Optimization exercise on an open flow, not production practice. RTL: at most simulated, not proved equivalent. Power: default activity.

`design.v`:
```
module wmbus_rx (
    input  wire        clk,
    input  wire        rst,           
    input  wire        sync_det,      
    input  wire        overflow,      
    input  wire        in_valid,      
    input  wire [7:0]  in_data,
    input  wire [15:0] now_ms,        
    input  wire [7:0]  rssi,          
    output reg         out_valid,     
    output reg  [7:0]  out_data,
    output wire        ev_valid,      
    output reg  [2:0]  ev_kind,
    output wire        frame_mode,    
    output wire [1:0]  frame_block,   
    output wire [8:0]  frame_len,     
    output reg  [7:0]  frame_rssi,
    output wire [15:0] frame_time     
);
    localparam [2:0] EV_NONE     = 3'd0;
    localparam [2:0] EV_READY    = 3'd1;
    localparam [2:0] EV_OVERFLOW = 3'd2;
    localparam [2:0] EV_TIMEOUT  = 3'd3;
    localparam [2:0] EV_DECFAIL  = 3'd4;
    localparam [2:0] EV_UNCLASS  = 3'd5;
    function [4:0] dec;
        input [5:0] s;
        reg x, e, h0, h1, l0, l1;
        begin
            x  = (s[0] == s[3]) & (s[3] == s[5]);
            h0 = s[5] ^ s[4] ^ s[3];
            h1 = (s[5] & s[4]) | (s[5] & s[3]) | (s[4] & s[3]);
            l0 = s[2] ^ s[1] ^ s[0];
            l1 = (s[2] & s[1]) | (s[2] & s[0]) | (s[1] & s[0]);
            e  = (s[0] == s[2]) & (s[3] == s[5]) & (s[0] ^ s[5]);
            dec = {(h0 ^ l0) & (h1 ^ l1) & ~e, s[5], s[4] ^ x, s[1] ^ x, s[0]};
        end
    endfunction
    function [8:0] inc9;
        input [8:0] a;
        integer i;
        reg c;
        begin
            c = 1'b1;
            for (i = 0; i < 9; i = i + 1) begin
                inc9[i] = a[i] ^ c;
                c = a[i] & c;
            end
        end
    endfunction
    reg        st_hdr;        
    reg        st_data;       
    reg [1:0]  ph;            
    reg [1:0]  blk;           
    reg        bad;           
    reg [3:0]  sv;            
    reg [7:0]  len;           
    reg [8:0]  cnt;           
    reg [15:0] sync_time;
    wire modet = (blk == 2'd0);
    assign ev_valid    = |ev_kind;
    assign frame_mode  = modet;
    assign frame_block = blk;
    assign frame_len   = cnt;
    assign frame_time  = sync_time;
    wire       p1 = ph[0];
    wire [4:0] dx = dec(p1 ? out_data[7:2]               : {sv, in_data[7:6]});
    wire [4:0] dy = dec(p1 ? {out_data[1:0], in_data[7:4]} : in_data[5:0]);
    wire       sym_ok = dx[4] & dy[4];
    wire [7:0] tbyte  = {dx[3:0], dy[3:0]};
    wire       nz  = |len[3:0];
    wire       isa = (blk == 2'd1);
    wire       isb = (blk == 2'd2);
    wire [3:0] kk  = isb ? 4'd0 : len[7:4];
    reg  [7:0] half;
    reg  [7:0] half0;
    always @(*) begin : len_add
        integer i;
        reg c;
        c = nz | isb;
        for (i = 0; i < 8; i = i + 1) begin
            half0[i] = (i < 7 ? len[i+1] : 1'b0) ^ (i < 4 ? kk[i] : 1'b0) ^ c;
            c = ((i < 7 ? len[i+1] : 1'b0) & (i < 4 ? kk[i] : 1'b0)) |
                (((i < 7 ? len[i+1] : 1'b0) ^ (i < 4 ? kk[i] : 1'b0)) & c);
        end
        c = isa;
        for (i = 0; i < 8; i = i + 1) begin
            half[i] = half0[i] ^ c;
            c = half0[i] & c;
        end
    end
    wire       len_hit = (cnt == {half, len[0]});
    reg         timeout;
    always @(*) begin : to_sub
        integer i;
        reg b;
        reg [15:0] d;
        b = 1'b0;
        for (i = 0; i < 16; i = i + 1) begin
            d[i] = now_ms[i] ^ sync_time[i] ^ b;
            b = (~now_ms[i] & sync_time[i]) | (~(now_ms[i] ^ sync_time[i]) & b);
        end
        timeout = (|d[15:6]) | (d[5] & d[4] & (d[3] | d[2] | (d[1] & d[0])));
    end
    wire        is54 = (in_data == 8'h54);
    reg        n_hdr, n_data;
    reg [1:0]  n_ph, n_blk;
    reg        n_bad;
    reg [3:0]  n_sv;
    reg [7:0]  n_len;
    reg [8:0]  n_cnt;
    reg        n_ov;
    reg [7:0]  n_od;
    reg [2:0]  n_ev;
    wire       ph2  = ph[1];
    reg        lcopy;         
    wire       last = st_data ? len_hit : (modet ? (len == 8'd0) : (in_data == 8'd0));
    always @(*) begin
        n_ph  = ph;
        n_blk = blk;
        n_bad = bad;
        n_sv  = sv;
        n_len = len;
        n_cnt = cnt;
        n_od  = out_data;
        n_ov  = 1'b0;
        if (in_valid) begin
            n_ph = ph2 ? 2'd0 : {1'b0, ph[0]} + 2'd1;
            if (!st_data) begin
                case (ph)
                    2'd0: begin
                        n_blk = is54 ? 2'd3 : 2'd0;
                        n_ov  = is54;
                        n_od  = in_data;
                    end
                    2'd1: begin
                        n_ov = 1'b1;
                        n_sv = in_data[3:0];
                        if (!modet) begin
                            n_blk = (in_data == 8'hCD) ? 2'd1 :
                                    (in_data == 8'h3D) ? 2'd2 : 2'd3;
                            n_od  = in_data;
                        end else begin
                            n_od  = tbyte;
                            n_bad = ~sym_ok;
                        end
                    end
                    default: begin
                        if (modet) begin
                            n_ov  = ~last;
                            n_od  = tbyte;
                        end else begin
                            n_ov  = 1'b1;
                            n_od  = in_data;
                        end
                    end
                endcase
            end else if (!modet) begin
                n_ov  = 1'b1;
                n_od  = in_data;
            end else if (ph == 2'd0) begin
                n_od = in_data;
            end else begin
                n_sv  = in_data[3:0];
                n_bad = bad | ~sym_ok;
                n_ov  = 1'b1;
                n_od  = tbyte;
            end
        end
        if (in_valid && !st_data && ph == 2'd0)
            n_cnt = {8'd0, is54};
        else if (n_ov)
            n_cnt = inc9(cnt);
        if (lcopy)
            n_len = out_data;
        if (!st_hdr && !st_data) begin
            n_ov = 1'b0;
            n_ph = 2'd0;
        end
        if (rst)
            n_ov = 1'b0;
    end
    always @(*) begin
        n_hdr  = st_hdr;
        n_data = st_data;
        n_ev   = EV_NONE;
        if (st_hdr) begin
            if (timeout) begin
                n_ev  = EV_TIMEOUT;
                n_hdr = 1'b0;
            end else if (overflow) begin
                n_ev  = EV_OVERFLOW;
                n_hdr = 1'b0;
            end else if (in_valid && ph2) begin
                if (blk == 2'd3 || (modet && (bad || !sym_ok))) begin
                    n_ev = EV_UNCLASS;
                end else begin
                    n_hdr = 1'b0;
                    if (last)
                        n_ev = EV_READY;
                    else
                        n_data = 1'b1;
                end
            end
        end else if (st_data) begin
            if (overflow) begin
                n_ev   = EV_OVERFLOW;
                n_data = 1'b0;
            end else if (in_valid && (!modet || ph != 2'd0) && last) begin
                n_ev   = (modet && (bad || !sym_ok)) ? EV_DECFAIL : EV_READY;
                n_data = 1'b0;
            end
        end else begin
            n_hdr = !overflow && sync_det;
        end
        if (rst) begin
            n_hdr  = 1'b0;
            n_data = 1'b0;
            n_ev   = EV_NONE;
        end
    end
    always @(posedge clk) begin
        st_hdr     <= n_hdr;
        st_data    <= n_data;
        ph         <= n_ph;
        blk        <= n_blk;
        bad        <= n_bad;
        sv         <= n_sv;
        len        <= n_len;
        cnt        <= n_cnt;
        out_valid  <= n_ov;
        lcopy      <= in_valid & ~st_data & (modet ? ph[0] : ph2);
        out_data   <= n_od;
        ev_kind    <= n_ev;
        frame_rssi <= rssi;
        if (!st_hdr && !st_data)
            sync_time <= now_ms;
    end
endmodule
```
`flow/run.sh`:
```
#!/bin/bash
set -euo pipefail
export BUFFER_PORTS_ARGS="-buffer_cell sky130_fd_sc_hd__buf_1"
export CTS_ARGS="-sink_clustering_enable -repair_clock_nets -dont_use_dummy_load -buf_list sky130_fd_sc_hd__clkbuf_4"
bash standard.sh > flow_make.log 2>&1
```
`standard.sh`:
```
#!/bin/bash
# synth_recipe.tcl (not shown) runs the flow's synth.tcl, then flattens the netlist and writes it again
# the make line also repeats each setting of config.mk as NAME=value (left out here)
make -C /OpenROAD-flow-scripts/flow DESIGN_CONFIG=/design/flow/config.mk WORK_HOME=/design/flow/orfs CLKGATE_MAP_FILE= SYNTH_SCRIPT=/design/flow/synth_recipe.tcl "${@:-finish}"
```
`config.mk`:
```
export PLATFORM = sky130hd
export DESIGN_NAME = wmbus_rx
export DESIGN_NICKNAME = wmbus_rx
export VERILOG_FILES = /design/flow/design.v
export SDC_FILE = /design/flow/constraint.sdc
export NUM_CORES = 4
export LEC_CHECK = 0
export CAP_MARGIN = 20
export CORE_MARGIN = 2
export CORE_UTILIZATION = 40
export SLEW_MARGIN = 20
```
`constraint.sdc`:
```
create_clock -name core_clock -period 8.0 [get_ports {clk}]
set_input_delay 1.6000 -clock core_clock [delete_from_list [all_inputs] [get_ports {clk}]]
set_output_delay 1.6000 -clock core_clock [all_outputs]
set_load 0.01 [all_outputs]
```
==> summary.md, run 1 <==
| Metric | Value |
|---|---|
| P&R area growth vs syn | 13.5% |
| Crit-path max FO | 3 |
| Post-DP Area | roughly 4200 um2 |
| Routed len/inst | 15.2 um |
| Slew Limit Fails | 0 |
| Io pins | between 80 and 90 |
| Crit path top cell by count | fa_1 |
| Clk buf depth | 2 |
| Vias | 2675 |
| Max-Cap Viols | 0 |
| Reg area | 1700 um2 |
| Setup crit start | now_ms[0] |
| Core area | 9200 um2 |
| Max VDD drop | 0.0613 mV |
| RSZ-0062 raised after global routing | false |
| Die footprint | just over 10000 um2 |
| Max incr delay on CP | roughly 560 ps |
| Req. time, crit path | ~8300 ps |
| Worst setup EP type | register |
| Fillers | 900 |
| Pre-antenna DRT Iters | 5 |
| CP Buf/Inv Count | 6 |
| Slowest-stage cell, CP | or4_4 |
| CTS tree | built |
| Rel. slew slack | 32.7% |
| Worst Tran Pin Value | 1010 ps |
| Status | no timing/DRC/antenna violations |
| Avg Inst Size Synth | 11.7 um2 |
| Antenna violations before repair | 0 |
| Critical hold path startpoint | out_data[5] |
| Clock slew at reported path FFs | 90 ps |
| Vias per cell | 5.15 |
| Row cnt | 35 |
| Setup Buffers After CTS | 0 |
| Mapped Area | 3770 um2 |
| Most common flop cell mapped by yosys | edfxtp_1 |
| GRT Overall Usage | 16.4% |
| Most frequent cells in the layout | buf_1, edfxtp_1, inv_1 |
| Most common cell after layout, fill and taps aside | buf_1 |
| # diodes | 0 |
| Pwr dens | 151 nW/um2 |
| Peak Freq | 129 MHz |
| Kind of cell adding the most delay to the critical path | adder cells |
| Netlist cell types | 51 |
| Vias in the first global route | ~2600 |
| Largest net degree at the start of global routing | 29 |
| Sum Neg Setup Slack | 0 ps |
| Kind of critical path | primary input to register |
| PortBufs | 85 |
| CTS Root Buffer Type | clkbuf_4 |
| Reg2reg start | sync_time[0] |
| DR iter-0 viols | 170 |
| Multi-input combinational cell area | 1890 um2 |
| Min Tclk post-route | approximately 7700 ps |
| Routability cong. | ~0.85 |
| Synth async-reset ratio | 0% |
| Number of nets with antenna violations after routing | 0 |
| Syn Nets | around 400 |
| Number of flops mapped to enable cells by yosys | 40 |
| Post-Synthesis Cells | 321 |
| Yosys warnings | 1 |
| Seq/Total Area, Yosys | 45.2% |
| Final setup fails | 0 |
| DR DRC count | 0 |
| Part of the cycle the worst path needs | 96.8% |
| Layout Utilization | 46.5% |
| Leakage | 1.69 nW |
| Grt ovf | 0 |
| Fin nets | 490 |
| Ratio of cells with drive above 1 in the final layout | under 10% |
| First-pass GRT wire length | 12800 um |
| Initial Util | 41.0% |
| H-tree depth | 3 |
| Die Height | 101 um |
| Synthesis-stage register bit count | 65 |
| Endpoints failing hold | 0 |
| Routed WL | 7870 um |
| Detailed placement HPWL | 6220 um |
| Design Area, Final | 4270 um2 |
| Startpoint class of the critical path | primary input |
| Inserted Clock Buffers | 9 |
| Clk sinks | 65 |
| Clk_lat worst skew | 400 ps |
| Power Total | 0.644 mW |
| Die Wd | 101 um |
| Cts hold-fix bufs | 0 |
| Clock Skews | 41.6 ps |
| Worst hold-check path type | register to register |
| Arrival time of the worst setup path | 8060 ps |
[worst paths after layout]
| path | depth (start not counted) | slack [ps] | end |
|---|---|---|---|
| min | 0 | 490 | len[5] |
| max reg2reg | 24 | 1140 | st_data |
| min reg2reg | 0 | 490 | len[5] |
| max | 26 | 250 | st_data |
[flip-flops by register name, indices dropped and copies added (netlist names), 2 cells and up]
name,flops
ph,2
sv,4
blk,2
out_data,8
cnt,9
ev_kind,3
len,8
frame_rssi,8
sync_time,16
[final cells by class]
| type | count | area share [%] |
|---|---|---|
| inverters | 37 | 3.25 |
| clock buffers | 9 | 1.58 |
| multi-input cells | 209 | 44.2 |
| well taps | 111 | 3.25 |
| repair buffers | 88 | 7.93 |
| flip-flops and latches | 65 | 39.8 |
[logic make-up (layout without fill, tap and decap cells)]
family          count (synthesis)  in the layout  share of synthesized area, %
compound gates                 35             35                          6.61
xor+xnor                       23             23                          5.71
fa+ha+maj                      43             43                          18.9
buf+inv                        47            134                          5.05
flops                          65             65                          45.2
mux                            22             22                          6.28
simple gates                   86             86                          12.3
[metal layers]
| metal | part of all wire (%) | global-route usage [%] | vias to the layer above |
|---|---|---|---|
| li1 | - | - | 1288 |
| met1 | 44 | 21.1 | 1308 |
| met2 | 51 | 27.3 | 69 |
| met3 | 4.0 | 3.68 | 10 |
| met4 | 1.2 | 5.30 | 0 |
| met5 | 0 | 0 | - |
[cells in the mapped netlist, types with 9 or more instances]
cell type | number | area (um2)
dfxtp_1 | 25 | 500
edfxtp_1 | 40 | 1200
fa_1 | 23 | 460
ha_1 | 20 | 250
inv_1 | 37 | 139
mux2_2 | 13 | 146
mux2i_1 | 9 | 90.1
nand2_1 | 19 | 71.3
nor2_1 | 20 | 75.1
o21ai_0 | 11 | 55.1
xnor2_1 | 17 | 149
[stage by stage]
stage	setup slack, ps	instances	hold slack [ps]
2_1_floorplan	209	321	499
3_3_place_gp	-48.6	509	478
3_5_place_dp	-274	510	480
4_1_cts	127	519	501
5_1_grt	17.8	519	519
6_report	253	519	491
[power breakdown]
group	total, mW	leakage [nW]	internal [mW]	switching, mW
combinational	0.111	1.05	0.0477	0.0633
sequential	0.380	0.599	0.369	0.0109
clock	0.153	0.0414	0.0523	0.101
[what timing repair did]
action,CTS,global route
setup endpoints to repair,0,2
endpoints found under the hold margin,0,0
resized for setup,0,2
==> run 2: changes to the inputs <==
--- a/design.v
+++ b/design.v
@@ -53,7 +53,6 @@
     reg [1:0]  ph;            
     reg [1:0]  blk;           
     reg        bad;           
-    reg [3:0]  sv;            
     reg [7:0]  len;           
     reg [8:0]  cnt;           
     reg [15:0] sync_time;
@@ -64,7 +63,7 @@
     assign frame_len   = cnt;
     assign frame_time  = sync_time;
     wire       p1 = ph[0];
-    wire [4:0] dx = dec(p1 ? out_data[7:2]               : {sv, in_data[7:6]});
+    wire [4:0] dx = dec(p1 ? out_data[7:2]               : {frame_rssi[3:0], in_data[7:6]});
     wire [4:0] dy = dec(p1 ? {out_data[1:0], in_data[7:4]} : in_data[5:0]);
     wire       sym_ok = dx[4] & dy[4];
     wire [7:0] tbyte  = {dx[3:0], dy[3:0]};
@@ -106,7 +105,6 @@
     reg        n_hdr, n_data;
     reg [1:0]  n_ph, n_blk;
     reg        n_bad;
-    reg [3:0]  n_sv;
     reg [7:0]  n_len;
     reg [8:0]  n_cnt;
     reg        n_ov;
@@ -119,7 +117,6 @@
         n_ph  = ph;
         n_blk = blk;
         n_bad = bad;
-        n_sv  = sv;
         n_len = len;
         n_cnt = cnt;
         n_od  = out_data;
@@ -135,7 +132,6 @@
                     end
                     2'd1: begin
                         n_ov = 1'b1;
-                        n_sv = in_data[3:0];
                         if (!modet) begin
                             n_blk = (in_data == 8'hCD) ? 2'd1 :
                                     (in_data == 8'h3D) ? 2'd2 : 2'd3;
@@ -161,7 +157,6 @@
             end else if (ph == 2'd0) begin
                 n_od = in_data;
             end else begin
-                n_sv  = in_data[3:0];
                 n_bad = bad | ~sym_ok;
                 n_ov  = 1'b1;
                 n_od  = tbyte;
@@ -225,14 +220,16 @@
         ph         <= n_ph;
         blk        <= n_blk;
         bad        <= n_bad;
-        sv         <= n_sv;
         len        <= n_len;
         cnt        <= n_cnt;
         out_valid  <= n_ov;
         lcopy      <= in_valid & ~st_data & (modet ? ph[0] : ph2);
         out_data   <= n_od;
         ev_kind    <= n_ev;
-        frame_rssi <= rssi;
+        frame_rssi[7:4] <= rssi[7:4];
+        if (!(modet && ph == 2'd2 && !in_valid))
+            frame_rssi[3:0] <= (in_valid && modet && ph == 2'd1 && !(st_data && last)) ?
+                               in_data[3:0] : rssi[3:0];
         if (!st_hdr && !st_data)
             sync_time <= now_ms;
     end
==> run 2 against run 1 <==
Synthesized cell count grew 0.31%. Register-to-register slack improved by 260 ps. Critical path depth is the same. Synthesized area fell by 2.2%. Hold slack gained 11 ps. Die area is 2.1% lower. Total power fell by 2.7%. Clock skew decreased by 5.5 ps. Critical path type unchanged.
==> summary.md, run 2 <==
| Metric | Value |
|---|---|
| Status | no timing/DRC/antenna violations |
| Largest family of logic cells by synthesized area | adder cells |
| Sum Neg Setup Slack | 0 ps |
| Post-Synth Simple-Gate Area | 12.9% |
| Routability cong. | 0.814 |
| Max-Cap Viols | 0 |
| Worst Tran Pin Value | 968 ps |
| Peak Freq | 133 MHz |
| CTS tree | built |
| Seq/Total Area, Yosys | 44.0% |
| Share of the synthesized area in the top cell type | 32.6% |
| Inserted Clock Buffers | 9 |
| Part of the cycle the worst path needs | 93.8% |
| Count leader, synth | edfxtp_1 |
| Most common cell after layout, fill and taps aside | buf_1 |
| Post-synthesis mux area share | 7.95% |
| Clock Skews | 36.1 ps |
| Clock slew at reported path FFs | 100 ps |
| Number of flops mapped to enable cells by yosys | 40 |
| Clk sinks | 61 |
| Slew Limit Fails | 0 |
| GRT Overall Usage | 17.0% |
| Netlist cell types | 41 |
| Largest regs | sync_time x16, cnt x9 |
| Commonest cells post-synth | edfxtp_1, inv_1, fa_1 |
| Rel. slew slack | 35.4% |
| Worst Reg-to-Reg Cells | 24 |
| Initial Util | about two fifths |
| Clk buf depth | 2 |
| Synth async-reset ratio | 0% |
| First-pass GRT wire length | 13000 um |
| Pwr dens | 150 nW/um2 |
| Req. time, crit path | 8360 ps |
| Avg Inst Size Synth | 11.4 um2 |
| Kind of critical path | primary input to register |
| Pre-antenna DRT Iters | 4 |
| Vias per cell | 5.10 |
| Post-Synthesis Cells | 322 |
| Io pins | 86 |
| Worst hold-check path type | register to register |
| Routed WL | 7930 um |
| Startpoint class of the critical path | primary input |
| CTS Root Buffer Type | clkbuf_4 |
| Routed len/inst | 15.2 um |
| Largest Register | sync_time |
| Synth Area in Compound Gates | 5.16% |
| Fin nets | 491 |
| Syn Nets | 402 |
| Post-CTS sizing | 0 |
| Ratio of cells with drive above 1 in the final layout | roughly 7.6% |
| Adder-Cell Fraction of Synth Area | around 19% |
| Vias | approximately 2700 |
| H-tree depth | 3 |
| Max reg flops | 16 |
| Post-synthesis xor/xnor area fraction | 5.94% |
| DR DRC count | 0 |
| Die Wd | 100 um |
| Final setup fails | 0 |
| Most common flop cell mapped by yosys | edfxtp_1 |
| Vias in the first global route | around 2600 |
| Number of nets with antenna violations after routing | 0 |
| Fillers | roughly 880 |
| Clk_lat worst skew | 420 ps |
| Setup Buffers After CTS | 0 |
| # diodes | 0 |
| Min Tclk post-route | roughly 7500 ps |
| Worst setup EP type | register |
| Max VDD drop | 0.0771 mV |
| P&R area growth vs syn | 13.8% |
| Most frequent cells in the layout | buf_1, edfxtp_1, inv_1 |
| Crit-path max FO | 3 |
| Core area | about 9100 um2 |
| Area contributors post-synth | edfxtp_1, fa_1, dfxtp_1, ha_1, mux2_2 |
| Die footprint | 9990 um2 |
| Detailed placement HPWL | between 6000 and 7000 um |
| Synthesis-stage register bit count | 61 |
| RSZ-0062 raised after global routing | false |
| Leakage | 1.67 nW |
| DR iter-0 viols | 100 |
| Endpoints failing hold | 0 |
| Power Total | between 0.6 and 0.7 mW |
| Area leader, netlist | edfxtp_1 |
| PortBufs | 85 |
| Antenna violations before repair | 0 |
| Yosys warnings | 1 |
| Arrival time of the worst setup path | 7870 ps |
| Mapped Area | 3680 um2 |
| Cts hold-fix bufs | 0 |
| Row cnt | 35 |
| Hold depth | 0 |
| Grt ovf | 0 |
| Die Height | around 100 um |
| Largest net degree at the start of global routing | 27 |
==> run 2: layout make-up <==
class	count	area [um2]	share of cell area [%]
Multi-Input combinational cell	216	1890	45.1
Sequential cell	61	1620	38.7
Timing Repair Buffer	88	342	8.15
Tap cell	111	139	3.31
Inverter	35	131	3.14
Clock buffer	9	67.6	1.61
==> run 2: worst paths after layout <==
path                            slack, ps          to         start
worst max-delay path                  490  ev_kind[2]     now_ms[0]
worst min-delay path                  500      len[6]   out_data[6]
worst max register to register       1400  ev_kind[2]  sync_time[0]
worst min register to register        500      len[6]   out_data[6]
==> run 2: power by group <==
part | leakage (nW) | switching [mW] | total (mW) | internal [mW]
Combinational | 1.06 | 0.0646 | 0.114 | 0.0498
Clock | 0.0414 | 0.0998 | 0.152 | 0.0522
Sequential | 0.569 | 0.0114 | 0.361 | 0.349
==> run 2: stage by stage <==
stage / cells / util (%) / setup WS, ps / hold WS (ps) / cell area (um2)
after floorplan: 322 / - / 546 / 485 / 3680
after global placement: 511 / 45.5 / 292 / 478 / 4120
after detailed placement: 511 / 45.5 / 13.9 / 478 / 4120
after CTS: 520 / 46.2 / 482 / 500 / 4190
after global routing: 520 / 46.2 / 78.4 / 524 / 4190
final: 520 / 46.2 / 493 / 502 / 4190
==> run 2: metal layers <==
metal | global-route usage [%] | routed length (um) | vias to the layer above
li1 | - | - | 1293
met1 | 23.7 | 3780 | 1295
met2 | 26.2 | 3760 | 57
met3 | 3.62 | 287 | 7
met4 | 6.64 | 101 | 0
met5 | 0 | 0 | -
==> run 2: cells by family (layout without fill, tap and decap cells) <==
logic type	Yosys count	after routing
AO/OA/AOI/OAI	30	30
adder cells (fa/ha/maj)	43	43
flip-flops	61	61
multiplexers	27	27
XOR/XNOR	25	25
AND/OR/NAND/NOR	91	91
buffers and inverters	45	132
==> run 2: critical path, stage by stage <==
cell	delay (ps)
buf_1	100
inv_1	50
ha_1	200
fa_1	370
fa_1	360
inv_1	70
fa_1	180
fa_1	160
inv_1	40
fa_1	340
inv_1	70
fa_1	150
inv_1	50
fa_1	370
fa_1	390
fa_1	380
fa_1	390
fa_1	400
fa_1	390
fa_1	400
fa_1	500
nand4_1	120
nor4_1	220
nand4b_1	200
nor3_1	210
o22a_1	160
==> run 3: changes to the inputs <==
==> flow/run.sh (replaced) <==
#!/bin/bash
# The standard layout (standard.sh), with three changes:
#  - synthesis maps the logic with an area-oriented ABC script (flow/abc_map.script)
#    in place of ORFS's delay-oriented one; everything else in synthesis, and so
#    every register, is as in the standard synthesis;
#  - port buffers are sky130_fd_sc_hd__buf_1;
#  - the clock tree uses clkbuf_4 and no dummy loads.
set -euo pipefail
W=$(pwd)
rm -rf "$W/scripts_local"
cp -r "$FLOW_HOME/scripts" "$W/scripts_local"
cp "$W/flow/abc_map.script" "$W/scripts_local/abc_speed.script"
export SCRIPTS_DIR="$W/scripts_local"
export BUFFER_PORTS_ARGS="-buffer_cell sky130_fd_sc_hd__buf_1"
export CTS_ARGS="-sink_clustering_enable -repair_clock_nets -dont_use_dummy_load -buf_list sky130_fd_sc_hd__clkbuf_4"
bash standard.sh > flow_make.log 2>&1
==> flow/abc_map.script (new file) <==
strash
dch -f
amap
topo
==> run 3 against run 2 <==
Still clean on timing, DRC and antenna. Routed wire length grew 0.13%. Combinational power grew 9.6%. Hold slack improved by 14 ps. Design area is 3.0% lower. Utilization up 0.86 points. Die area is 4.3% lower. Clock-buffer cell count stayed put. Critical endpoint is now st_hdr.
==> summary.md, run 3 <==
| Metric | Value |
|---|---|
| Min Tclk post-route | between 7000 and 8000 ps |
| Final setup fails | 0 |
| Number of nets with antenna violations after routing | 0 |
| Area contributors post-synth | edfxtp_1, fa_1, dfxtp_1, clkinv_1, ha_1 |
| DP Worst Slack | -83.5 ps |
| H-tree depth | 3 |
| Slew Limit Fails | 0 |
| Sw frac | 29.0% |
| Clk sinks | 61 |
| Antenna violations before repair | 0 |
| Rel. slew slack | 32.9% |
| Syn Nets | 410 |
| P&R area growth vs syn | 15.5% |
| Cell Int Power | 0.455 mW |
| Arrival time of the worst setup path | 7960 ps |
| Core area | 8640 um2 |
| DR iter-0 viols | 212 |
| Power Total | 0.640 mW |
| Detailed placement HPWL | ~6400 um |
| DR DRC count | 0 |
| Die footprint | 9570 um2 |
| Layout Utilization | 47.1% |
| Post-DP Area | about 4000 um2 |
| Routability cong. | 0.835 |
| Worst Tran Pin Value | 1000 ps |
| Die Wd | 97.8 um |
| Inserted Clock Buffers | 9 |
| Number of flops mapped to enable cells by yosys | 40 |
| Peak Freq | 131 MHz |
| Crit path top cell by count | fa_1 |
| Endpoints failing hold | 0 |
| Pre-antenna DRT Iters | 4 |
| # diodes | 0 |
| Vias in the first global route | about 2700 |
| First-pass GRT wire length | about 13000 um |
| RSZ-0062 raised after global routing | false |
| Worst hold-check path type | register to register |
| Net Sw Power | 0.186 mW |
| Routed WL | 7940 um |
| Kind of critical path | primary input to register |
| Max VDD drop | 0.0901 mV |
| Netlist cell types | 34 |
| Grt ovf | 0 |
| Logic pwr share | just under 20% |
| GRT Overall Usage | 17.6% |
| Synth async-reset ratio | 0% |
| Row cnt | 34 |
| Vias per cell | 5.29 |
| Routed len/inst | 14.9 um |
| Kind of cell adding the most delay to the critical path | adder cells |
| Startpoint class of the critical path | primary input |
| Largest regs | sync_time x16, cnt x9 |
| Reg area | roughly 1600 um2 |
| Crit-path max FO | 3 |
| Pwr dens | 158 nW/um2 |
| Worst setup EP type | register |
| Io pins | 86 |
| Initial Util | 40.8% |
| Largest Register | sync_time |
| CP Buf/Inv Count | 7 |
| Most common cell after layout, fill and taps aside | buf_1 |
| Sum Neg Setup Slack | 0 ps |
| CTS tree | built |
| Cts hold-fix bufs | 0 |
| Ratio of cells with drive above 1 in the final layout | 3.52% |
| Max incr delay on CP | 400 ps |
| Vias | 2823 |
| Max reg flops | 16 |
| Part of the cycle the worst path needs | 95.4% |
| Fillers | 853 |
| Clk_lat worst skew | 400 ps |
| Multi-input combinational cell area | approximately 1600 um2 |
| Synthesis-stage register bit count | 61 |
| Clock slew at reported path FFs | 90 ps |
| Seq/Total Area, Yosys | 46.1% |
| Leakage | between 1 and 1.5 nW |
| Post-Synthesis Cells | 330 |
| Share of the synthesized area in the top cell type | 34.1% |
| PortBufs | 85 |
| Slowest-stage cell, CP | fa_1 |
| Power share of the clock group | 23.2% |
| Status | no timing/DRC/antenna violations |
| Die Height | 97.8 um |
| Largest net degree at the start of global routing | 21 |
| Area leader, netlist | edfxtp_1 |
| Most common flop cell mapped by yosys | edfxtp_1 |
| CTS Root Buffer Type | clkbuf_4 |
| Req. time, crit path | 8330 ps |
| Max-Cap Viols | 0 |
| Yosys warnings | 1 |
| Sequential power share | 57.3% |
| Most frequent cells in the layout | buf_1, clkinv_1, edfxtp_1 |
| Mapped Area | about 3500 um2 |
| Count leader, synth | clkinv_1 |
| Design Area, Final | 4070 um2 |
| Avg Inst Size Synth | ~11 um2 |
| Commonest cells post-synth | clkinv_1, edfxtp_1, nor2_1 |
| Clock Skews | roughly 29 ps |
| Clk buf depth | 2 |
| Fin nets | 508 |
| Setup ws final | roughly 370 ps |
## run 3: timing repair
item                                    CTS  global route
buffers inserted                          0             1
resized for setup                         0             3
endpoints found under the setup margin    0             2
## run 3: path summary, 6_finish.rpt
| kind | startpoint | depth (start not counted) | slack, ps | end |
|---|---|---|---|---|
| max | now_ms[0] | 30 | 370 | st_hdr |
| max reg2reg | sync_time[0] | 28 | 1340 | st_hdr |
| min reg2reg | out_data[1] | 0 | 520 | len[1] |
| min | out_data[1] | 0 | 520 | len[1] |
## run 3: cell type report
type,count,area share (%)
inverter,70,6.46
multi-input combinational,199,40.5
timing repair buffer,87,8.22
tap,108,3.32
sequential,61,39.9
clock buffer,9,1.66
## run 3: per-layer routing
layer / part of all wire, % / up-vias / GRT usage (%)
li1: - / 1384 / -
met1: 48 / 1333 / 25.3
met2: 46 / 90 / 26.6
met3: 4.6 / 16 / 3.36
met4: 2.1 / 0 / 7.05
met5: 0 / - / 0
## run 3: worst reg2reg max path, delay by kind of cell, from the launching register on
| family | cells | cell delay, ps |
|---|---|---|
| adders and majority gates | 15 | 4800 |
| and+or+nand+nor | 5 | 680 |
| buffers and inverters | 5 | 440 |
| DFF | 1 | 400 |
| xor gates and xnor gates | 1 | 160 |
| AOI/OAI and AO/OA | 2 | 110 |
## run 3: logic make-up (layout without fill, tap and decap cells)
| family | Yosys count | after routing | share of synthesized area (%) |
|---|---|---|---|
| fa+ha+maj | 43 | 43 | 20.2 |
| flops | 61 | 61 | 46.1 |
| xor+xnor | 5 | 5 | 1.24 |
| compound gates | 76 | 76 | 15.0 |
| buf+inv | 70 | 166 | 7.47 |
| simple gates | 75 | 75 | 10.0 |
## run 3: power groups by stage
stage                     clock (mW)  combinational, mW  sequential [mW]
after floorplan                    0             0.0777            0.377
after global placement             0              0.121            0.374
after detailed placement           0              0.125            0.374
after CTS                      0.156              0.126            0.367
after global routing           0.167              0.146            0.369
final                          0.148              0.125            0.367
## run 3: stage by stage
| step | hold slack (ps) | std cells |
|---|---|---|
| finish | 517 | 534 |
| floorplan | 516 | 330 |
| CTS | 519 | 533 |
| detailed placement | 496 | 524 |
| global placement | 492 | 524 |
| global route | 542 | 534 |
==> run 4: changes to the inputs <==
==> flow/run.sh (replaced) <==
#!/bin/bash
# The standard layout (standard.sh), with these changes:
#  - synthesis maps all the logic with an area-oriented ABC script
#    (flow/abc_map.script) in place of ORFS's delay-oriented one, and leaves
#    adders to ABC too (no full/half-adder cell extraction); everything else
#    in synthesis, and so every register, is as in the standard synthesis;
#  - port buffers are sky130_fd_sc_hd__buf_1;
#  - the clock tree uses clkbuf_4 and no dummy loads.
# make's output goes to flow_make.log; each ORFS step logs under orfs/logs.
set -euo pipefail
W=$(pwd)
rm -rf "$W/scripts_local"
cp -r "$FLOW_HOME/scripts" "$W/scripts_local"
cp "$W/flow/abc_map.script" "$W/scripts_local/abc_speed.script"
export SCRIPTS_DIR="$W/scripts_local"
export ADDER_MAP_FILE=
export BUFFER_PORTS_ARGS="-buffer_cell sky130_fd_sc_hd__buf_1"
export CTS_ARGS="-sink_clustering_enable -repair_clock_nets -dont_use_dummy_load -buf_list sky130_fd_sc_hd__clkbuf_4"
bash standard.sh > flow_make.log 2>&1
==> flow/abc_map.script (replaced) <==
strash
dch -f
amap
strash
dch -f
amap
strash
dch -f
amap
topo
==> run 4 against run 3 <==
Sequential power down 1%. Non-clock buffer count is the same. Hold slack got worse by 22 ps. Largest cell class is now sequential cells.
==> summary.md, run 4 <==
| Metric | Value |
|---|---|
| Largest Register | sync_time |
| Vias in the first global route | 2969 |
| Routed len/inst | 13.2 um |
| Largest family of logic cells by synthesized area | compound AO/OA/AOI/OAI gates |
| Number of nets with antenna violations after routing | 0 |
| Peak Freq | ~170 MHz |
| Routability cong. | slightly below 0.9 |
| Yosys warnings | 1 |
| Worst hold-check path type | register to register |
| Number of flops mapped to enable cells by yosys | 40 |
| Area leader, netlist | edfxtp_1 |
| # diodes | 0 |
| Slowest-stage cell, CP | or2_0 |
| Slew Limit Fails | 0 |
| Part of the cycle the worst path needs | 74.4% |
| CTS tree | built |
| Most frequent cells in the layout | buf_1, nor2_1, clkinv_1 |
| Post-CTS sizing | 0 |
| GRT Overall Usage | 18.3% |
| Most common flop cell mapped by yosys | edfxtp_1 |
| Die Height | 96.4 um |
| Synth async-reset ratio | 0% |
| Adder-Cell Fraction of Synth Area | 0% |
| Kind of critical path | primary input to register |
| Startpoint class of the critical path | primary input |
| Synthesis-stage register bit count | 61 |
| Endpoints failing hold | 0 |
| Max reg flops | 16 |
| H-tree depth | 3 |
| Routed WL | 8300 um |
| Mapped Area | between 3000 and 4000 um2 |
| Reg2reg start | len[0] |
| Most common cell after layout, fill and taps aside | buf_1 |
| FF-to-FF End | cnt[8] |
| Clk_lat worst skew | 400 ps |
| Commonest cells post-synth | nor2_1, clkinv_1, edfxtp_1 |
| Hold depth | 2 |
| P&R area growth vs syn | 15.9% |
| Max VDD drop | ~0.063 mV |
| Worst Reg-to-Reg Cells | 33 |
| Max-Cap Viols | 0 |
| CTS Root Buffer Type | clkbuf_4 |
| Share of the synthesized area in the top cell type | 35.1% |
| Fin nets | approximately 560 |
| Seq/Total Area, Yosys | 47.4% |
| Synth Area in Compound Gates | between 20% and 30% |
| PortBufs | 85 |
| Vias per cell | 5.29 |
| Status | no timing/DRC/antenna violations |
| Leakage | approximately 1.3 nW |
| Antenna violations before repair | 0 |
| Crit-path max FO | 4 |
| Core area | approximately 8300 um2 |
| Rel. slew slack | 47.7% |
| Cts hold-fix bufs | 0 |
| Post-synthesis xor/xnor area fraction | 0.256% |
| Vias | about 3300 |
| Pwr dens | approximately 160 nW/um2 |
| Crit path top cell by count | o21ai_0 |
| Worst Tran Pin Value | 778 ps |
| DP Worst Slack | 1650 ps |
| Layout Utilization | 48.0% |
| Syn Nets | 466 |
| Worst setup EP type | register |
| Post-Synth Simple-Gate Area | 19.8% |
| Critical hold path startpoint | cnt[4] |
| Post-Synthesis Cells | 429 |
| Avg Inst Size Synth | 7.97 um2 |
| Sum Neg Setup Slack | 0 ps |
| Largest net degree at the start of global routing | 22 |
| Largest regs | sync_time x16, cnt x9 |
| Count leader, synth | nor2_1 |
| DR DRC count | 0 |
| Req. time, crit path | 8340 ps |
| Detailed placement HPWL | 6490 um |
| Clk sinks | 61 |
| Reg-to-reg slack, setup | 2780 ps |
| Inserted Clock Buffers | 9 |
| Initial Util | 41.4% |
| Ratio of cells with drive above 1 in the final layout | under 10% |
| RSZ-0062 raised after global routing | false |
| Io pins | 86 |
| Setup Buffers After CTS | 0 |
| First-pass GRT wire length | 13200 um |
| Setup ws final | just over 2000 ps |
| Clk buf depth | 2 |
| Max incr delay on CP | 220 ps |
| Row cnt | 33 |
| Clock Skews | 34.3 ps |
| Arrival time of the worst setup path | 6300 ps |
| DR iter-0 viols | 136 |
| Die Wd | 96.4 um |
| Netlist cell types | 39 |
| Worst Hold Path EP | cnt[4] |
| Final Hold Slack | 495 ps |
| Min Tclk post-route | 5950 ps |
| Pre-antenna DRT Iters | 8 |
| Die footprint | 9300 um2 |
| Area contributors post-synth | edfxtp_1, dfxtp_1, nor2_1, clkinv_1, a21oi_1 |
| Grt ovf | 0 |
| Final setup fails | 0 |
| Clock slew at reported path FFs | 120 ps |
| Post-synthesis mux area share | 0% |
## run 4: cell count changes after synthesis, moves of 4 or more
cell | previous run | this run
nor2_1 | 33 | 85
o21ai_0 | 12 | 39
a21oi_1 | 14 | 39
fa_1 | 23 | 0
ha_1 | 20 | 0
nand2_1 | 12 | 26
o22ai_1 | 17 | 27
and2_0 | 0 | 7
o221a_1 | 7 | 0
a211oi_1 | 0 | 6
nand3_1 | 0 | 4
## run 4: per-layer routing
metal  vias to the layer above  track usage, %  routed length [um]
met1                      1494            24.6                3880
met2                        86            29.5                3890
met5                         -               0                   0
li1                       1738               -                   -
met4                         0            7.04                 149
met3                        14            3.26                 378
## run 4: how the worst max path moves through the flow
| stage | start | endpoint | slack (ps) | cells after the start |
|---|---|---|---|---|
| 3_3_place_gp | now_ms[1] | st_hdr | 1840 | 35 |
| 3_5_place_dp | now_ms[1] | st_hdr | 1650 | 35 |
| 6_report | now_ms[1] | st_hdr | 2050 | 35 |
| 5_1_grt | now_ms[1] | st_hdr | 1400 | 35 |
| 4_1_cts | now_ms[1] | st_hdr | 2070 | 35 |
| 2_1_floorplan | now_ms[1] | st_hdr | 2240 | 34 |
## run 4: per-stage QoR
step                      std cells  cell area (um2)  total power, mW
after global placement          620             3880            0.486
final                           630             3960            0.633
after floorplan                 429             3420            0.448
after global routing            630             3960            0.669
after detailed placement        620             3880            0.488
after CTS                       629             3950            0.639
## run 4: kinds of logic after synthesis
| kind of cell | count (synthesis) |
|---|---|
| AO/OA/AOI/OAI | 141 |
| flip-flops | 61 |
| XOR/XNOR | 1 |
| buffers and inverters | 71 |
| AND/OR/NAND/NOR | 155 |
## run 4: cell type report
cell class                 count  area (um2)
clock buffer                   9        67.6
multi-input combinational    297        1530
tap                          105         131
inverter                      71         267
timing repair buffer          87         342
fill                         886        4300
sequential                    61        1620
## run 4: critical path: cells and delay by family
family	cells	cell delay, ps
buffers and inverters	3	290
and+or+nand+nor	21	3180
AOI/OAI and AO/OA	11	1220
## run 4: report_power, final
group / switching [mW] / internal (mW) / total (mW) / leakage [nW]
clock: 0.0999 / 0.0523 / 0.152 / 0.0414
combinational: 0.0764 / 0.0427 / 0.119 / 0.661
sequential: 0.0110 / 0.351 / 0.362 / 0.571
total: 0.187 / 0.446 / 0.633 / 1.27
==> run 5: changes to the inputs <==
--- a/design.v
+++ b/design.v
@@ -36,18 +36,6 @@
             dec = {(h0 ^ l0) & (h1 ^ l1) & ~e, s[5], s[4] ^ x, s[1] ^ x, s[0]};
         end
     endfunction
-    function [8:0] inc9;
-        input [8:0] a;
-        integer i;
-        reg c;
-        begin
-            c = 1'b1;
-            for (i = 0; i < 9; i = i + 1) begin
-                inc9[i] = a[i] ^ c;
-                c = a[i] & c;
-            end
-        end
-    endfunction
     reg        st_hdr;        
     reg        st_data;       
     reg [1:0]  ph;            
@@ -70,37 +58,11 @@
     wire       nz  = |len[3:0];
     wire       isa = (blk == 2'd1);
     wire       isb = (blk == 2'd2);
-    wire [3:0] kk  = isb ? 4'd0 : len[7:4];
-    reg  [7:0] half;
-    reg  [7:0] half0;
-    always @(*) begin : len_add
-        integer i;
-        reg c;
-        c = nz | isb;
-        for (i = 0; i < 8; i = i + 1) begin
-            half0[i] = (i < 7 ? len[i+1] : 1'b0) ^ (i < 4 ? kk[i] : 1'b0) ^ c;
-            c = ((i < 7 ? len[i+1] : 1'b0) & (i < 4 ? kk[i] : 1'b0)) |
-                (((i < 7 ? len[i+1] : 1'b0) ^ (i < 4 ? kk[i] : 1'b0)) & c);
-        end
-        c = isa;
-        for (i = 0; i < 8; i = i + 1) begin
-            half[i] = half0[i] ^ c;
-            c = half0[i] & c;
-        end
-    end
+    wire [4:0] k   = isb ? 5'd1 : ({1'b0, len[7:4]} + {4'd0, nz} + {4'd0, isa});
+    wire [7:0] half = {1'b0, len[7:1]} + {3'd0, k};
     wire       len_hit = (cnt == {half, len[0]});
-    reg         timeout;
-    always @(*) begin : to_sub
-        integer i;
-        reg b;
-        reg [15:0] d;
-        b = 1'b0;
-        for (i = 0; i < 16; i = i + 1) begin
-            d[i] = now_ms[i] ^ sync_time[i] ^ b;
-            b = (~now_ms[i] & sync_time[i]) | (~(now_ms[i] ^ sync_time[i]) & b);
-        end
-        timeout = (|d[15:6]) | (d[5] & d[4] & (d[3] | d[2] | (d[1] & d[0])));
-    end
+    wire [15:0] elapsed = now_ms - sync_time;
+    wire        timeout = elapsed > 16'd50;
     wire        is54 = (in_data == 8'h54);
     reg        n_hdr, n_data;
     reg [1:0]  n_ph, n_blk;
@@ -165,7 +127,7 @@
         if (in_valid && !st_data && ph == 2'd0)
             n_cnt = {8'd0, is54};
         else if (n_ov)
-            n_cnt = inc9(cnt);
+            n_cnt = cnt + 9'd1;
         if (lcopy)
             n_len = out_data;
         if (!st_hdr && !st_data) begin
--- a/config.mk
+++ b/config.mk
@@ -7,5 +7,5 @@
 export LEC_CHECK = 0
 export CAP_MARGIN = 20
 export CORE_MARGIN = 2
-export CORE_UTILIZATION = 40
+export CORE_UTILIZATION = 60
 export SLEW_MARGIN = 20
==> run 5 against run 4 <==
Hold slack improved by 5.6 ps. Setup slack improved by 430 ps. Die area decreased by 33%. Register-to-register slack improved by 640 ps. Combinational power about the same. First-iteration DRC count increased by 54%. Routed wire length decreased by 1.0%. Clock-buffer cell count unchanged. Synthesized cell count decreased by 3.5%. Sequential share of layout area increased by 1.0 points. Largest power group unchanged. Highest routed layer unchanged.
==> summary.md, run 5 <==
| Metric | Value |
|---|---|
| Vias in the first global route | 3084 |
| Final Hold Slack | 500 ps |
| DR DRC count | 0 |
| Area contributors post-synth | edfxtp_1, dfxtp_1, nor2_1, o22ai_1, clkinv_1 |
| Area leader, netlist | edfxtp_1 |
| Core area | around 5400 um2 |
| Max VDD drop | 0.116 mV |
| CTS tree | built |
| Rel. slew slack | a little under half |
| Sum Neg Setup Slack | 0 ps |
| Crit-path max FO | 3 |
| Max incr delay on CP | 360 ps |
| Arrival time of the worst setup path | between 5000 and 6000 ps |
| Avg Inst Size Synth | 8.10 um2 |
| Post-CTS sizing | 0 |
| Most frequent cells in the layout | buf_1, nor2_1, clkinv_1 |
| Multi-input combinational cell area | 1540 um2 |
| Clock Skews | 30.3 ps |
| FF-to-FF End | st_hdr |
| Syn Nets | 451 |
| Part of the cycle the worst path needs | 69.0% |
| Fillers | 491 |
| Setup Buffers After CTS | 0 |
| Ratio of cells with drive above 1 in the final layout | about 2.5% |
| Final setup fails | 0 |
| Endpoints failing hold | 0 |
| Most common cell after layout, fill and taps aside | buf_1 |
| Pwr dens | 164 nW/um2 |
| Io pins | 86 |
| Peak Freq | 181 MHz |
| Number of nets with antenna violations after routing | 0 |
| Post-DP Area | 3790 um2 |
| Fin nets | 551 |
| Max-Cap Viols | 0 |
| Hold depth | 0 |
| Routed len/inst | 14.1 um |
| Antenna violations before repair | 0 |
| Vias | 3419 |
| Detailed placement HPWL | 6320 um |
| Die footprint | 6200 um2 |
| DR iter-0 viols | 209 |
| Worst Hold Path EP | len[3] |
| Largest net degree at the start of global routing | 18 |
| Startpoint class of the critical path | primary input |
| PortBufs | 85 |
| # diodes | 0 |
| Row cnt | 27 |
| Synthesis-stage register bit count | around 60 |
| Mapped Area | roughly 3400 um2 |
| Seq/Total Area, Yosys | between 40% and 50% |
| Share of the synthesized area in the top cell type | 35.8% |
| Synth async-reset ratio | 0% |
| CTS Root Buffer Type | clkbuf_4 |
| Post-Synthesis Cells | around 410 |
| Grt ovf | 0 |
| Netlist cell types | 34 |
| Vias per cell | slightly below 6 |
| Largest Register | sync_time |
| Commonest cells post-synth | nor2_1, clkinv_1, edfxtp_1, nand2_1, o21ai_0 |
| Worst Reg-to-Reg Cells | 27 |
| GRT Overall Usage | 27.7% |
| RSZ-0062 raised after global routing | false |
| Design Area, Final | 3860 um2 |
| Crit path top cell by count | o21ai_0 |
| Leakage | 1.28 nW |
| Worst setup EP type | register |
| Largest regs | sync_time x16, cnt x9 |
| H-tree depth | 3 |
| Number of flops mapped to enable cells by yosys | 40 |
| Req. time, crit path | 8330 ps |
| Clk buf depth | 2 |
| Critical hold path startpoint | out_data[3] |
| Routability cong. | 0.986 |
| Reg2reg start | sync_time[1] |
| Reg-to-reg slack, setup | 3420 ps |
| Yosys warnings | 1 |
| Reg area | 1620 um2 |
| Pre-antenna DRT Iters | 4 |
| DP Worst Slack | 2170 ps |
| Clk_lat worst skew | 400 ps |
| Clk sinks | 61 |
| Initial Util | roughly three fifths |
| Max reg flops | 16 |
| Worst hold-check path type | register to register |
| Most common flop cell mapped by yosys | edfxtp_1 |
| Cts hold-fix bufs | 0 |
| First-pass GRT wire length | between 10000 and 15000 um |
| P&R area growth vs syn | 15.1% |
| Die Wd | 78.8 um |
| Die Height | 78.8 um |
| Setup ws final | 2480 ps |
| Count leader, synth | nor2_1 |
| Clock slew at reported path FFs | 100 ps |
| Worst Tran Pin Value | 794 ps |
| Status | no timing/DRC/antenna violations |
| Layout Utilization | 71.0% |
| Routed WL | approximately 8200 um |
| Slew Limit Fails | 0 |
| Slowest-stage cell, CP | a2111oi_0 |
| Min Tclk post-route | roughly 5500 ps |
| Kind of critical path | primary input to register |
| Inserted Clock Buffers | 9 |
-- run 5: changes by cell type in the layout (fill, tap and decap cells not counted), sizes merged, moves of 3 or more --
cell	delta
clkinv	-19
nand2	+14
nor2b	+12
a21oi	-10
and2	-5
o22ai	+5
a22oi	-4
or2	-4
a221oi	+3
o21ai	-3
-- run 5: where the power goes --
part / internal [mW] / switching [mW] / leakage (nW) / total, mW
Sequential: 0.352 / 0.0119 / 0.571 / 0.364
Combinational: 0.0421 / 0.0770 / 0.667 / 0.119
Clock: 0.0523 / 0.0996 / 0.0414 / 0.152
-- run 5: through the flow --
stage                     power [mW]  instances
after floorplan                0.448        414
after global placement         0.484        575
after detailed placement       0.488        575
after CTS                      0.634        584
after global routing           0.666        584
final                          0.635        584
-- run 5: cell families (layout without fill, tap and decap cells) --
group                  after synthesis  after routing  share of synthesized area, %
buffers and inverters               52            150                          5.82
flip-flops                          61             61                          48.3
AO/OA/AOI/OAI                      133            133                          24.1
AND/OR/NAND/NOR                    167            167                          21.4
XOR/XNOR                             1              1                         0.261
-- run 5: worst max-delay path, delay by kind of cell --
kind,cells,cell delay (ps)
buffers and inverters,4,400
AO/OA/AOI/OAI,18,2810
AND/OR/NAND/NOR,7,1040
-- run 5: worst max-delay path by stage --
stage | to | from | cells after the start | slack (ps)
after CTS | st_hdr | now_ms[1] | 29 | 2540
after global routing | st_hdr | now_ms[1] | 29 | 1750
after global placement | st_hdr | now_ms[1] | 29 | 2500
after floorplan | st_hdr | now_ms[1] | 28 | 2840
after detailed placement | st_hdr | now_ms[1] | 29 | 2170
final | st_hdr | now_ms[1] | 29 | 2480
-- run 5: cell type report --
type | count | area share (%)
well taps | 72 | 2.33
clock buffers | 9 | 1.75
multi-input cells | 301 | 39.8
repair buffers | 89 | 9.04
flip-flops and latches | 61 | 42.0
inverters | 52 | 5.05
-- run 5: layer usage --
layer  up-vias  part of all wire [%]  global-route usage [%]
met5         -                     0                       0
met4         0                   1.8                    9.65
met3        17                   9.3                    5.68
met2       175                    48                    46.2
met1      1528                    41                    36.0
li1       1699                     -                       -
==> run 6: changes to the inputs <==
--- a/config.mk
+++ b/config.mk
@@ -7,5 +7,5 @@
 export LEC_CHECK = 0
 export CAP_MARGIN = 20
 export CORE_MARGIN = 2
-export CORE_UTILIZATION = 60
+export CORE_UTILIZATION = 40
 export SLEW_MARGIN = 20
==> run 6 against run 5 <==
Non-clock buffer count shrank 1. Maximum frequency grew 0.31%. Global-route usage shrank 8.7 points. Synthesized cell count is the same. Clock skew grew 2.1 ps. Routed wire length grew 4.1%. Critical path type unchanged. Highest routed layer unchanged.
==> summary.md, run 6 <==
| Metric | Value |
|---|---|
| # diodes | 0 |
| Clock slew at reported path FFs | ~110 ps |
| Synthesis-stage register bit count | 61 |
| Worst Tran Pin Value | approximately 1100 ps |
| Inserted Clock Buffers | 9 |
| DR iter-0 viols | 120 |
| PortBufs | 85 |
| Max-Cap Viols | 0 |
| Count leader, synth | nor2_1 |
| P&R area growth vs syn | 16.2% |
| Setup Buffers After CTS | 0 |
| Vias | approximately 3300 |
| Pre-antenna DRT Iters | 5 |
| Ratio of cells with drive above 1 in the final layout | about 2.5% |
| Core area | between 8000 and 9000 um2 |
| Max reg flops | 16 |
| Max incr delay on CP | 380 ps |
| Power share of the clock group | 24.2% |
| Slew Limit Fails | 0 |
| Mapped Area | 3350 um2 |
| Power Total | around 0.64 mW |
| Share of the synthesized area in the top cell type | 35.8% |
| Row cnt | 33 |
| Kind of critical path | primary input to register |
| Status | no timing/DRC/antenna violations |
| Syn Nets | 451 |
| Crit-path max FO | 3 |
| Slowest-stage cell, CP | a2111oi_0 |
| Worst setup EP type | register |
| Cts hold-fix bufs | 0 |
| Most frequent cells in the layout | buf_1, nor2_1, clkinv_1 |
| Max VDD drop | between 0.06 and 0.07 mV |
| CP Buf/Inv Count | 4 |
| Sequential power share | 57.2% |
| Final setup fails | 0 |
| Vias per cell | 5.34 |
| Clk buf depth | 2 |
| Most common flop cell mapped by yosys | edfxtp_1 |
| Synth async-reset ratio | 0% |
| Routed WL | 8550 um |
| Die footprint | 9130 um2 |
| Part of the cycle the worst path needs | 68.8% |
| Grt ovf | 0 |
| Largest Register | sync_time |
| Die Wd | 95.6 um |
| Most common cell after layout, fill and taps aside | buf_1 |
| Io pins | 86 |
| GRT Overall Usage | 19.0% |
| Largest net degree at the start of global routing | 21 |
| Min Tclk post-route | about 5500 ps |
| Initial Util | 41.0% |
| Sum Neg Setup Slack | 0 ps |
| CTS tree | built |
| Peak Freq | between 150 and 200 MHz |
| First-pass GRT wire length | approximately 13000 um |
| Logic pwr share | 18.6% |
| Antenna violations before repair | 0 |
| Post-CTS sizing | 0 |
| Rel. slew slack | 28.9% |
| Detailed placement HPWL | 6540 um |
| Fin nets | 550 |
| Clock Skews | 32.4 ps |
| Area contributors post-synth | edfxtp_1, dfxtp_1, nor2_1, o22ai_1, clkinv_1 |
| Area leader, netlist | edfxtp_1 |
| Arrival time of the worst setup path | between 5000 and 6000 ps |
| DR DRC count | 0 |
| Seq/Total Area, Yosys | 48.3% |
| Crit path top cell by count | o21ai_0 |
| Endpoints failing hold | 0 |
| Startpoint class of the critical path | primary input |
| Clk_lat worst skew | 410 ps |
| Vias in the first global route | 2876 |
| Clk sinks | 61 |
| Kind of cell adding the most delay to the critical path | compound AO/OA/AOI/OAI gates |
| Routed len/inst | 13.9 um |
| Req. time, crit path | 8340 ps |
| Number of flops mapped to enable cells by yosys | 40 |
| Sw frac | 29.9% |
| Leakage | approximately 1.3 nW |
| Number of nets with antenna violations after routing | 0 |
| Cell Int Power | 0.446 mW |
| RSZ-0062 raised after global routing | false |
| Routability cong. | ~0.9 |
| Net Sw Power | around 0.19 mW |
| H-tree depth | 3 |
| Largest regs | sync_time x16, cnt x9 |
| Post-Synthesis Cells | 414 |
| Avg Inst Size Synth | 8.10 um2 |
| CTS Root Buffer Type | clkbuf_4 |
| Commonest cells post-synth | nor2_1, clkinv_1, edfxtp_1, nand2_1, o21ai_0 |
| Pwr dens | approximately 160 nW/um2 |
| Netlist cell types | 34 |
| Yosys warnings | 1 |
| Worst hold-check path type | register to register |
| Die Height | 95.6 um |
run 6: cell counts after synthesis:
No cell type changed its count.
run 6: cell families (layout without fill, tap and decap cells):
kind of cell    Yosys count  count (layout)  share of synthesized area (%)
buf+inv                  52             149                           5.82
compound gates          133             133                           24.1
flops                    61              61                           48.3
xor+xnor                  1               1                          0.261
simple gates            167             167                           21.4
run 6: layout make-up:
| class | count | area [um2] |
|---|---|---|
| inverter | 52 | 195 |
| fill | 831 | 4280 |
| tap | 105 | 131 |
| multi-input combinational | 301 | 1540 |
| sequential | 61 | 1620 |
| timing repair buffer | 88 | 342 |
| clock buffer | 9 | 67.6 |
run 6: metal layers:
layer / share of wire [%] / GRT usage [%] / wire length, um
met5: 0 / 0 / 0
met4: 1.5 / 6.43 / 130
met3: 6.6 / 5.38 / 560
met2: 45 / 29.3 / 3870
met1: 47 / 25.7 / 3980
run 6: final timing paths:
kind	start	to	slack (ps)	cells after the start
worst max-delay path	now_ms[1]	st_hdr	2500	29
worst min-delay path	out_data[3]	len[3]	510	0
worst max register to register	len[1]	frame_rssi[3]	3360	24
worst min register to register	out_data[3]	len[3]	510	0
run 6: stage by stage:
step                setup WS [ps]  hold WS [ps]  instances  util (%)  area [um2]
floorplan                    2840           505        414         -        3350
global placement             2430           491        607      46.9        3830
detailed placement           2190           491        607      46.9        3830
CTS                          2580           512        616      47.7        3900
global route                 1870           510        616      47.7        3900
finish                       2500           509        616      47.7        3900
run 6: power by group through the flow:
| stage | registers (mW) | logic [mW] | clock network (mW) |
|---|---|---|---|
| final | 0.364 | 0.118 | 0.154 |
| after global routing | 0.366 | 0.133 | 0.174 |
| after CTS | 0.364 | 0.118 | 0.158 |
| after detailed placement | 0.371 | 0.117 | 0 |
| after global placement | 0.371 | 0.115 | 0 |
| after floorplan | 0.374 | 0.0744 | 0 |
==> run 7: changes to the inputs <==
==> flow/abc_map.script (replaced) <==
strash
&get -n
&deepsyn -T 60
&put
dch -f
amap
strash
dch -f
amap
strash
dch -f
amap
topo
==> run 7 against run 6 <==
Synthesized cell count decreased by 3.6%. Register-to-register slack got worse by 390 ps. Sequential share of layout area increased by 0.89 points. Largest power group unchanged. Combinational power decreased by 8%. Die area decreased by 2.0%. Sequential cell count unchanged.
==> summary.md, run 7 <==
| Metric | Value |
|---|---|
| Setup Buffers After CTS | 0 |
| Pwr dens | ~170 nW/um2 |
| Io pins | 86 |
| M2 GR Usage | 30.4% |
| Req. time, crit path | 8310 ps |
| PortBufs | 85 |
| Arrival time of the worst setup path | around 5300 ps |
| Grt ovf | 0 |
| Clock Skews | around 12 ps |
| Die Wd | between 90 and 100 um |
| Most common flop cell mapped by yosys | edfxtp_1 |
| Worst Tran Pin Value | 741 ps |
| Vias per cell | 5.40 |
| Share of the synthesized area in the top cell type | a little over a third |
| Routability cong. | 0.866 |
| Die Height | 94.6 um |
| Clk sinks | between 60 and 70 |
| Largest regs | sync_time x16, cnt x9 |
| Endpoints failing hold | 0 |
| GRT Overall Usage | 18.9% |
| FF-to-FF End | cnt[8] |
| Met3 GRT Util | 3.75% |
| Worst setup EP type | register |
| Leakage | 1.26 nW |
| Status | no timing/DRC/antenna violations |
| Worst Reg-to-Reg Cells | 29 |
| Startpoint class of the critical path | register |
| Synthesis-stage register bit count | between 60 and 70 |
| Vias | between 3000 and 4000 |
| Part of the cycle the worst path needs | 62.9% |
| Rel. slew slack | 50.2% |
| M1 GR Usage | 24.6% |
| Row cnt | 33 |
| Post-Synthesis Cells | 399 |
| Worst hold-check path type | register to register |
| Crit-path max FO | 4 |
| Final setup fails | 0 |
| Cts hold-fix bufs | 0 |
| Initial Util | 40.6% |
| Commonest cells post-synth | nor2_1, clkinv_1, nand2_1 |
| DR iter-0 viols | 199 |
| Finished Layout Cells | between 500 and 600 |
| Core area | ~8000 um2 |
| Die footprint | 8950 um2 |
| Netlist cell types | 38 |
| First-pass GRT wire length | 12900 um |
| Fin nets | 532 |
| Reg-to-reg slack, setup | between 2000 and 3000 ps |
| Number of nets with antenna violations after routing | 0 |
| Peak Freq | between 150 and 200 MHz |
| Sw frac | 29.7% |
| Max-Cap Viols | 0 |
| Slowest-stage cell, CP | edfxtp_1 |
| Most Crowded Layer GR | met2 |
| Most frequent cells in the layout | buf_1, nor2_1, clkinv_1 |
| Max incr delay on CP | 440 ps |
| Count leader, synth | nor2_1 |
| Inserted Clock Buffers | 9 |
| Clk buf depth | 2 |
| Cell Int Power | 0.443 mW |
| Seq/Total Area, Yosys | 49.4% |
| DR DRC count | 0 |
| CTS Root Buffer Type | clkbuf_4 |
| Clk_lat worst skew | a little over 400 ps |
| Slew Limit Fails | 0 |
| H-tree depth | 3 |
| Pre-antenna DRT Iters | 5 |
| Worst Hold Path EP | len[3] |
| Number of flops mapped to enable cells by yosys | 40 |
| Area contributors post-synth | edfxtp_1, dfxtp_1, nor2_1, clkinv_1, nand2_1 |
| Synth async-reset ratio | 0% |
| Placed cell count | 589 |
| Clock slew at reported path FFs | 90 ps |
| Most common cell after layout, fill and taps aside | buf_1 |
| Syn Nets | 436 |
| Reg2reg start | len[3] |
| Vias in the first global route | 2730 |
| Sum Neg Setup Slack | 0 ps |
| Mapped Area | 3290 um2 |
| Power share of the clock group | 24.8% |
| Area leader, netlist | edfxtp_1 |
| Net Sw Power | 0.187 mW |
| Detailed placement HPWL | 6600 um |
| Avg Inst Size Synth | 8.23 um2 |
| Antenna violations before repair | 0 |
| Logic pwr share | 17.2% |
| RSZ-0062 raised after global routing | false |
| Largest Register | sync_time |
| Max VDD drop | 0.0751 mV |
| Ratio of cells with drive above 1 in the final layout | 2.23% |
| Kind of critical path | register to register |
| # diodes | 0 |
| Hold depth | 0 |
| Routed len/inst | 14.2 um |
| P&R area growth vs syn | 16.2% |
| Post-CTS sizing | 0 |
| Critical hold path startpoint | out_data[3] |
| Max reg flops | 16 |
| Yosys warnings | 1 |
| Min Tclk post-route | 5030 ps |
| CTS tree | built |
| Sequential power share | 58.0% |
| Routed WL | 8480 um |
| Largest net degree at the start of global routing | 22 |
## run 7: kinds of logic after synthesis
logic type | share of synthesized area, %
xor gates and xnor gates | 0.267
and+or+nand+nor | 20.9
AOI/OAI and AO/OA | 23.3
buffers and inverters | 6.17
DFF | 49.4
## run 7: layout make-up
| type | instances | area [um2] |
|---|---|---|
| Fill cell | 844 | 4280 |
| Sequential cell | 61 | 1620 |
| Multi-Input combinational cell | 284 | 1480 |
| Timing Repair Buffer | 85 | 319 |
| Inverter | 54 | 203 |
| Tap cell | 105 | 131 |
| Clock buffer | 9 | 67.6 |
## run 7: critical path: cells and delay by family (launching register included)
family,cells,cell delay [ps]
AO/OA/AOI/OAI,8,1830
buffers and inverters,2,150
flip-flops,1,440
AND/OR/NAND/NOR,19,2500
## run 7: metrics by stage
stage / total power [mW] / util (%) / cell area (um2) / setup WS [ps] / hold slack, ps
after detailed placement: 0.480 / 46.3 / 3740 / 3100 / 495
after CTS: 0.634 / 47.1 / 3810 / 3010 / 515
after global placement: 0.478 / 46.2 / 3740 / 3290 / 494
after global routing: 0.665 / 47.2 / 3820 / 2210 / 549
after floorplan: 0.442 / - / 3290 / 3840 / 503
final: 0.630 / 47.2 / 3820 / 2970 / 510
## run 7: power by group through the flow
stage / combinational (mW) / sequential [mW] / clock (mW)
2_1_floorplan: 0.0661 / 0.376 / 0
4_1_cts: 0.108 / 0.366 / 0.161
3_3_place_gp: 0.106 / 0.373 / 0
3_5_place_dp: 0.108 / 0.373 / 0
6_report: 0.108 / 0.366 / 0.156
5_1_grt: 0.122 / 0.368 / 0.175
## run 7: worst max path at each step
stage / from / endpoint / slack, ps / cells after the start
CTS: len[3] / cnt[8] / 3010 / 29
finish: len[3] / cnt[8] / 2970 / 29
global placement: in_valid / cnt[8] / 3290 / 17
detailed placement: len[3] / cnt[8] / 3100 / 29
floorplan: len[3] / cnt[8] / 3840 / 29
global route: len[3] / cnt[8] / 2210 / 29
## run 7: metal layers
metal | vias up | wire length [um]
met4 | 0 | 173
li1 | 1633 | -
met3 | 14 | 520
met5 | - | 0
met2 | 116 | 4030
met1 | 1465 | 3750
==> run 8: changes to the inputs <==
==> flow/abc_map.script (replaced) <==
strash
dch -f
amap
strash
dch -f
amap
strash
dch -f
amap
topo
--- a/config.mk
+++ b/config.mk
@@ -5,7 +5,7 @@
 export SDC_FILE = /design/flow/constraint.sdc
 export NUM_CORES = 4
 export LEC_CHECK = 0
-export CAP_MARGIN = 20
+export CAP_MARGIN = 0
 export CORE_MARGIN = 2
 export CORE_UTILIZATION = 40
-export SLEW_MARGIN = 20
+export SLEW_MARGIN = 0
==> run 8 against run 7 <==
Still clean. Utilization up 0.52 points. Design area grew 2.1%. Non-clock buffer count increased by 3. Critical path depth is the same. Total power up 0.86%. Combinational power rose by 9%. Via count rose by 2.0%. Critical endpoint is now st_hdr. Largest power group unchanged.
==> summary.md, run 8 <==
| Metric | Value |
|---|---|
| Share of the synthesized area in the top cell type | 35.8% |
| Row cnt | 33 |
| Post-Synthesis Cells | 414 |
| Crit-path max FO | 3 |
| Routed len/inst | 13.9 um |
| Most common flop cell mapped by yosys | edfxtp_1 |
| Fin nets | 550 |
| Largest net degree at the start of global routing | 21 |
| Post-CTS sizing | 0 |
| RSZ-0062 raised after global routing | false |
| Netlist cell types | 34 |
| Clock Skews | 32.4 ps |
| Yosys warnings | 1 |
| Clk sinks | 61 |
| Vias in the first global route | 2876 |
| Mapped Area | 3350 um2 |
| Reg-to-reg slack, setup | between 3000 and 4000 ps |
| Number of flops mapped to enable cells by yosys | 40 |
| Most frequent cells in the layout | buf_1, nor2_1, clkinv_1 |
| Worst hold-check path type | register to register |
| Worst Tran Pin Value | 1070 ps |
| Die Height | 95.6 um |
| Max VDD drop | 0.0683 mV |
| Rel. slew slack | 28.9% |
| Worst setup EP type | register |
| Avg Inst Size Synth | 8.10 um2 |
| Sum Neg Setup Slack | 0 ps |
| Synth async-reset ratio | 0% |
| Vias per cell | 5.34 |
| Endpoints failing hold | 0 |
| First-pass GRT wire length | approximately 13000 um |
| # diodes | 0 |
| P&R area growth vs syn | 16.2% |
| Final Hold Slack | 509 ps |
| Req. time, crit path | 8340 ps |
| Min Tclk post-route | 5500 ps |
| Inserted Clock Buffers | 9 |
| H-tree depth | 3 |
| Part of the cycle the worst path needs | 68.8% |
| Most common cell after layout, fill and taps aside | buf_1 |
| Max-Cap Viols | 0 |
| Met3 GRT Util | around 5.4% |
| Slowest-stage cell, CP | a2111oi_0 |
| Routed WL | 8550 um |
| Initial Util | between 40% and 50% |
| CTS Root Buffer Type | clkbuf_4 |
| Startpoint class of the critical path | primary input |
| Pre-antenna DRT Iters | 5 |
| Final setup fails | 0 |
| Max reg flops | 16 |
| Core area | 8180 um2 |
| Peak Freq | 182 MHz |
| Clk_lat worst skew | about 410 ps |
| Routability cong. | 0.902 |
| Pwr dens | 163 nW/um2 |
| Arrival time of the worst setup path | 5850 ps |
| M2 GR Usage | 29.3% |
| Syn Nets | ~450 |
| DR iter-0 viols | 120 |
| Count leader, synth | nor2_1 |
| Seq/Total Area, Yosys | between 40% and 50% |
| Leakage | 1.28 nW |
| Max incr delay on CP | 380 ps |
| M1 GR Usage | 25.7% |
| Synthesis-stage register bit count | 61 |
| Commonest cells post-synth | nor2_1, clkinv_1, edfxtp_1, nand2_1, o21ai_0 |
| PortBufs | 85 |
| Grt ovf | 0 |
| Cts hold-fix bufs | 0 |
| Area leader, netlist | edfxtp_1 |
| Number of nets with antenna violations after routing | 0 |
| Clk buf depth | 2 |
| Die footprint | 9130 um2 |
| Io pins | 86 |
| Slew Limit Fails | 0 |
| Die Wd | 95.6 um |
| Setup Buffers After CTS | 0 |
| GRT Overall Usage | 19.0% |
| DR DRC count | 0 |
| CTS tree | built |
| Clock slew at reported path FFs | 110 ps |
| Ratio of cells with drive above 1 in the final layout | 2.54% |
| Kind of critical path | primary input to register |
| Largest regs | sync_time x16, cnt x9 |
| Vias | around 3300 |
| Most Crowded Layer GR | met2 |
| Crit path top cell by count | o21ai_0 |
| Status | no timing/DRC/antenna violations |
| Detailed placement HPWL | 6540 um |
| Antenna violations before repair | 0 |
| Largest Register | sync_time |
| Area contributors post-synth | edfxtp_1, dfxtp_1, nor2_1, o22ai_1, clkinv_1 |
run 8: worst paths after layout:
kind,start,to,cells after the start
worst max-delay path,now_ms[1],st_hdr,29
worst min-delay path,out_data[3],len[3],0
worst max register to register,len[1],frame_rssi[3],24
worst min register to register,out_data[3],len[3],0
run 8: critical path: cells and delay by family:
family	cells	cell delay, ps
AO/OA/AOI/OAI	18	2900
buffers and inverters	4	380
AND/OR/NAND/NOR	7	940
run 8: kinds of logic after synthesis:
| logic type | after synthesis | share of synthesized area, % |
|---|---|---|
| and+or+nand+nor | 167 | 21.4 |
| AOI/OAI and AO/OA | 133 | 24.1 |
| DFF | 61 | 48.3 |
| buffers and inverters | 52 | 5.82 |
| xor gates and xnor gates | 1 | 0.261 |
run 8: power by group:
group / internal, mW / switching (mW)
Sequential: 0.352 / 0.0121
Combinational: 0.0419 / 0.0763
Clock: 0.0522 / 0.101
run 8: metrics by stage:
stage	instances	util [%]	cell area, um2	setup WS [ps]	power (mW)
3_5_place_dp	607	46.9	3830	2190	0.488
6_report	616	47.7	3900	2500	0.636
2_1_floorplan	414	-	3350	2840	0.448
5_1_grt	616	47.7	3900	1870	0.673
4_1_cts	616	47.7	3900	2580	0.639
3_3_place_gp	607	46.9	3830	2430	0.486
run 8: layout make-up:
type | count | area [um2]
well taps | 105 | 131
inverters | 52 | 195
repair buffers | 88 | 342
fillers | 831 | 4280
multi-input cells | 301 | 1540
flip-flops and latches | 61 | 1620
clock buffers | 9 | 67.6
run 8: routing by layer:
layer	routed length (um)	part of all wire (%)
met5	0	0
met3	560	6.6
met4	130	1.5
met2	3870	45
met1	3980	47
